Context: an optimization exercise on an open-source flow, tuned for small area, a short achievable clock period and few clock cycles. The choices shown serve that exercise and are no tape-out recipe. Only simulation tests tie the RTL to the original design; equivalence was not proved. Power and IR drop assume default switching activity.

Setup of yarrow:
// ook_rx
module ook_rx (
    input  wire          clk,
    input  wire          rst,
    input  wire          c_valid,
    output wire          c_ready,
    input  wire [17:0]   c_word,
    input  wire          f_pop,
    output wire          f_avail,
    output wire [6:0]    f_len,
    output wire [47:0]   f_payload,
    input  wire [2:0]    r_num,
    output reg  [31:0]   r_data
);
    localparam integer W       = 2;
    localparam integer G       = 300;
    localparam integer THR_NUM = 1;
    localparam integer THR_DEN = 20;
    localparam integer MINGAP  = 1;
    localparam integer PERIOD  = 2;
    localparam integer NMAX    = 96;
    localparam integer LMAX    = NMAX - W + 1;    
    localparam integer P   = 8;                   
    localparam integer SW  = 17;                  
    localparam integer NBV = 57;                  
    localparam integer K0    = 3;
    localparam integer K     = 3;
    localparam integer NC    = 5;           
    localparam integer NSTEP = K0 + K * NC;       
    localparam [1:0] OP_NOP = 2'd0, OP_SAMPLE = 2'd1, OP_LAST = 2'd2, OP_END = 2'd3;
    reg              busy;
    reg  [6:0]       cnt;        
    reg  [6:0]       lw;         
    reg  [15:0]      sreg;       
    reg  [23:0]      tsum;       
    reg  [3:0]       dcyc;       
    reg  [6:0]       rr;         
    reg              aligned;
    reg  [6:0]       acnt;       
    reg              sa;         
    reg  [3:0]       ga;
    reg  [6:0]       rema;       
    reg              sb;         
    reg  [3:0]       gb;
  ...
For scale: ~1800 flip-flops, roughly 110 I/O pins, ~66000 um2 of cells after synthesis.
clock: 15.0 ns
lec_check: 0
cap_margin: 20
core_margin: 2
core_utilization: 40
cts_buf_list: sky130_fd_sc_hd__clkbuf_16
cts_cluster_diameter: 80
cts_cluster_size: 30
place_density: 0.6
slew_margin: 20
standard.sh (not shown) runs the stock make flow with config.mk's settings and CLKGATE_MAP_FILE= SYNTH_SCRIPT=/design/flow/synth_recipe.tcl, a recipe that flattens the netlist after the stock synthesis.
==> flow/flow/run.sh <==
#!/bin/bash
# Standard layout, with timing repair aimed below the clock period: repair
# works until every path has SETUP_SLACK_MARGIN of slack, and ports get
# ordinary buffers instead of the delay cells buffer_ports picks by default.
set -euo pipefail
bash standard.sh \
  SETUP_SLACK_MARGIN=8.2 \
  "BUFFER_PORTS_ARGS=-buffer_cell sky130_fd_sc_hd__buf_4" \
  finish > standard.log 2>&1
Testbench counts of yarrow, summed over its fixed seeds: cycles 7,239.
Input changes introduced in umber (baseline for comparison: yarrow):
diff --git a/flow/config.mk b/flow/config.mk
--- a/flow/config.mk
+++ b/flow/config.mk
@@ -11,3 +10,0 @@
-export CTS_BUF_LIST = sky130_fd_sc_hd__clkbuf_16
-export CTS_CLUSTER_DIAMETER = 80
-export CTS_CLUSTER_SIZE = 30
### Flow results
Delta (umber minus yarrow): post-route total power shows an increase of 0.0018 W, count of clock-net buffers in the final layout picked up an extra about 180%.
Side by side, core utilization turned out higher in umber than in yarrow.
The wire length of the first global-routing pass of umber is higher than that of yarrow.
Between umber and yarrow, the worst hold-check slack is lower for umber.
For tundra, these inputs were changed with respect to umber:
diff --git a/flow/config.mk b/flow/config.mk
--- a/flow/config.mk
+++ b/flow/config.mk
@@ -10,2 +10,2 @@
-export CORE_UTILIZATION = 40
-export PLACE_DENSITY = 0.6
+export CORE_UTILIZATION = 45
+export PLACE_DENSITY = 0.65
### Flow results
- Summary of tundra over umber: final worst-path setup slack decreased by 62 ps relative to the old numbers, fraction of area in registers increased by 0.46 points relative to the old numbers, fraction of met3 tracks used by global routing closely matched the old numbers.

========
Another version of the RTL of ook_rx (not shown whole).
For scale: ~3,600 cells after synthesis, roughly 110 I/O pins.
export LEC_CHECK = 0
export CAP_MARGIN = 20
export CORE_MARGIN = 2
export CORE_UTILIZATION = 40
export CTS_BUF_LIST = sky130_fd_sc_hd__clkbuf_16
export CTS_CLUSTER_DIAMETER = 80
export CTS_CLUSTER_SIZE = 30
export PLACE_DENSITY = 0.6
export SLEW_MARGIN = 20
create_clock -name core_clock -period 15.0 [get_ports {clk}]
==> flow/flow/run.sh <==
#!/bin/bash
# Standard layout, with timing repair aimed below the clock period: repair
# works until every path has SETUP_SLACK_MARGIN of slack, and ports get
# ordinary buffers instead of the delay cells buffer_ports picks by default.
set -euo pipefail
bash standard.sh \
  SETUP_SLACK_MARGIN=8.8 \
  "BUFFER_PORTS_ARGS=-buffer_cell sky130_fd_sc_hd__buf_4" \
  finish > standard.log 2>&1
The starting point finished with timing, DRC and antenna clean.
Testbench counts at the start, summed over its fixed seeds: cycles 7,239.
==> next run, changes <==
--- a/flow/flow/run.sh
+++ b/flow/flow/run.sh
@@ -5,5 +5,5 @@
 set -euo pipefail
 bash standard.sh \
-  SETUP_SLACK_MARGIN=8.8 \
+  SETUP_SLACK_MARGIN=8.5 \
   "BUFFER_PORTS_ARGS=-buffer_cell sky130_fd_sc_hd__buf_4" \
   finish > standard.log 2>&1
- CORE_UTILIZATION: 40 -> 60
- PLACE_DENSITY: 0.6 -> 0.8
Outcome: The new run finished with timing, DRC and antenna clean. Die area shrinks by 33%. Fmax shrinks by 0.42%. Final cell count shrinks by 13%. Design area shrinks by 2.2%. Area after synthesis stays the same. Clock skew stays flat. Clock-buffer cell count shrinks by 3. Non-clock buffer count shrinks by 36.
==> next run, changes <==
- CORE_UTILIZATION: 60 -> 40
- PLACE_DENSITY: 0.8 -> 0.6
Outcome: Global-route usage decreases by 8.1 points. Worst setup slack gains 0.034 ns. Final cell count increases by 15%. Routed wire length decreases by about 4.4%.
==> next run, changes <==
- CORE_UTILIZATION: 40 -> 50
- PLACE_DENSITY: 0.6 -> 0.75
The changed run went through all stages and came out clean.
Flip-flop and latch count is unchanged.
Setup slack gets better by 0.0034 ns.
Hold slack is about the same.

========
Another version of the RTL of ook_rx (not shown whole).
For scale: ~3600 cells after synthesis, ~1800 flip-flops, about 110 I/O pins.
clock: 15.0 ns
lec_check: 0
cap_margin: 20
core_margin: 2
core_utilization: 40
cts_buf_list: sky130_fd_sc_hd__clkbuf_16
cts_cluster_diameter: 80
cts_cluster_size: 30
place_density: 0.6
slew_margin: 20
==> flow/flow/run.sh <==
#!/bin/bash
# Standard layout, with timing repair aimed below the clock period: repair
# works until every path has SETUP_SLACK_MARGIN of slack, and ports get
# ordinary buffers instead of the delay cells buffer_ports picks by default.
set -euo pipefail
bash standard.sh \
  SETUP_SLACK_MARGIN=8.5 \
  "BUFFER_PORTS_ARGS=-buffer_cell sky130_fd_sc_hd__buf_4" \
  finish > standard.log 2>&1
Testbench counts at the start, summed over its fixed seeds: cycles 7,303.
Rerun with:
==> flow/run.sh (new file) <==
#!/bin/bash
# synth_recipe.tcl (not shown) runs the flow's synth.tcl, then flattens the netlist and writes it again
# the make line also repeats each setting of config.mk as NAME=value (left out here)
make -C /OpenROAD-flow-scripts/flow DESIGN_CONFIG=/design/flow/config.mk WORK_HOME=/design/flow/orfs CLKGATE_MAP_FILE= SYNTH_SCRIPT=/design/flow/synth_recipe.tcl finish
--- a/flow/config.mk
+++ b/flow/config.mk
@@ -14,2 +14,3 @@
 export PLACE_DENSITY = 0.6
+export SETUP_SLACK_MARGIN = 5
 export SLEW_MARGIN = 20
removed: flow/flow/run.sh
removed: flow/standard.sh
What happened:
- The new run finished with timing, DRC and antenna clean
- routed wire length barely changes
- non-clock buffer count goes down by 9
- synthesized cell count does not change
- register-to-register slack got worse by 0.89 ns
- hold slack got worse by 0.0085 ns
- cell count barely changes
- count of clock-buffer cells in the layout decreases by 1
- critical path depth does not change

separate check: timing with driven ports:
The flow's constraints put no driver on any port. The routed layouts listed below were extracted and timed again, unchanged, in two steps. Step 1: set_driving_cell puts a clkbuf_16 on clk and a buf_2 on each other input, an assumption about the parent block. Step 2 times the ports against the registers' clock, not the clock port: input delays grow and output delays shrink by t, the midpoint of the rising clock arrivals with the driver on. Slacks: ideal / step 1 / step 2; pairs: ideal / step 1.
run	shift t [ns]	setup slack, ns	hold WS [ns]	worst setup path at the end	worst data-port slew with drivers (ns)
yarrow	0.782	8.189 / 8.160 / 7.648	0.408 / 0.408 / 0.408	input to register	0.14
umber	0.852	8.250 / 8.218 / 7.460	0.388 / 0.388 / 0.388	input to register	0.14
tundra	0.849	8.189 / 8.166 / 7.511	0.393 / 0.393 / 0.393	input to register	0.11
the first run of note 2	0.770	8.271 / 8.220 / 7.668	0.405 / 0.405 / 0.405	input to register	0.19
the second run of note 2	0.730	8.243 / 8.157 / 7.550	0.400 / 0.400 / 0.400	input to register	0.14
the third run of note 2	0.770	8.277 / 8.225 / 7.729	0.392 / 0.392 / 0.392	input to register	0.15
the fourth run of note 2	0.734	8.281 / 8.187 / 7.724	0.391 / 0.391 / 0.391	input to register	0.14
the first run of note 3	0.750	8.286 / 8.232 / 8.148	0.413 / 0.413 / 0.413	input to register	0.08
the second run of note 3	0.770	7.121 / 7.093 / 6.677	0.404 / 0.404 / 0.404	input to register	0.09
After both steps setup and hold are still met in every run listed. For umber, which loses most, drivers alone change the setup slack by -0.032 ns; drivers and shift together by -0.790 ns.
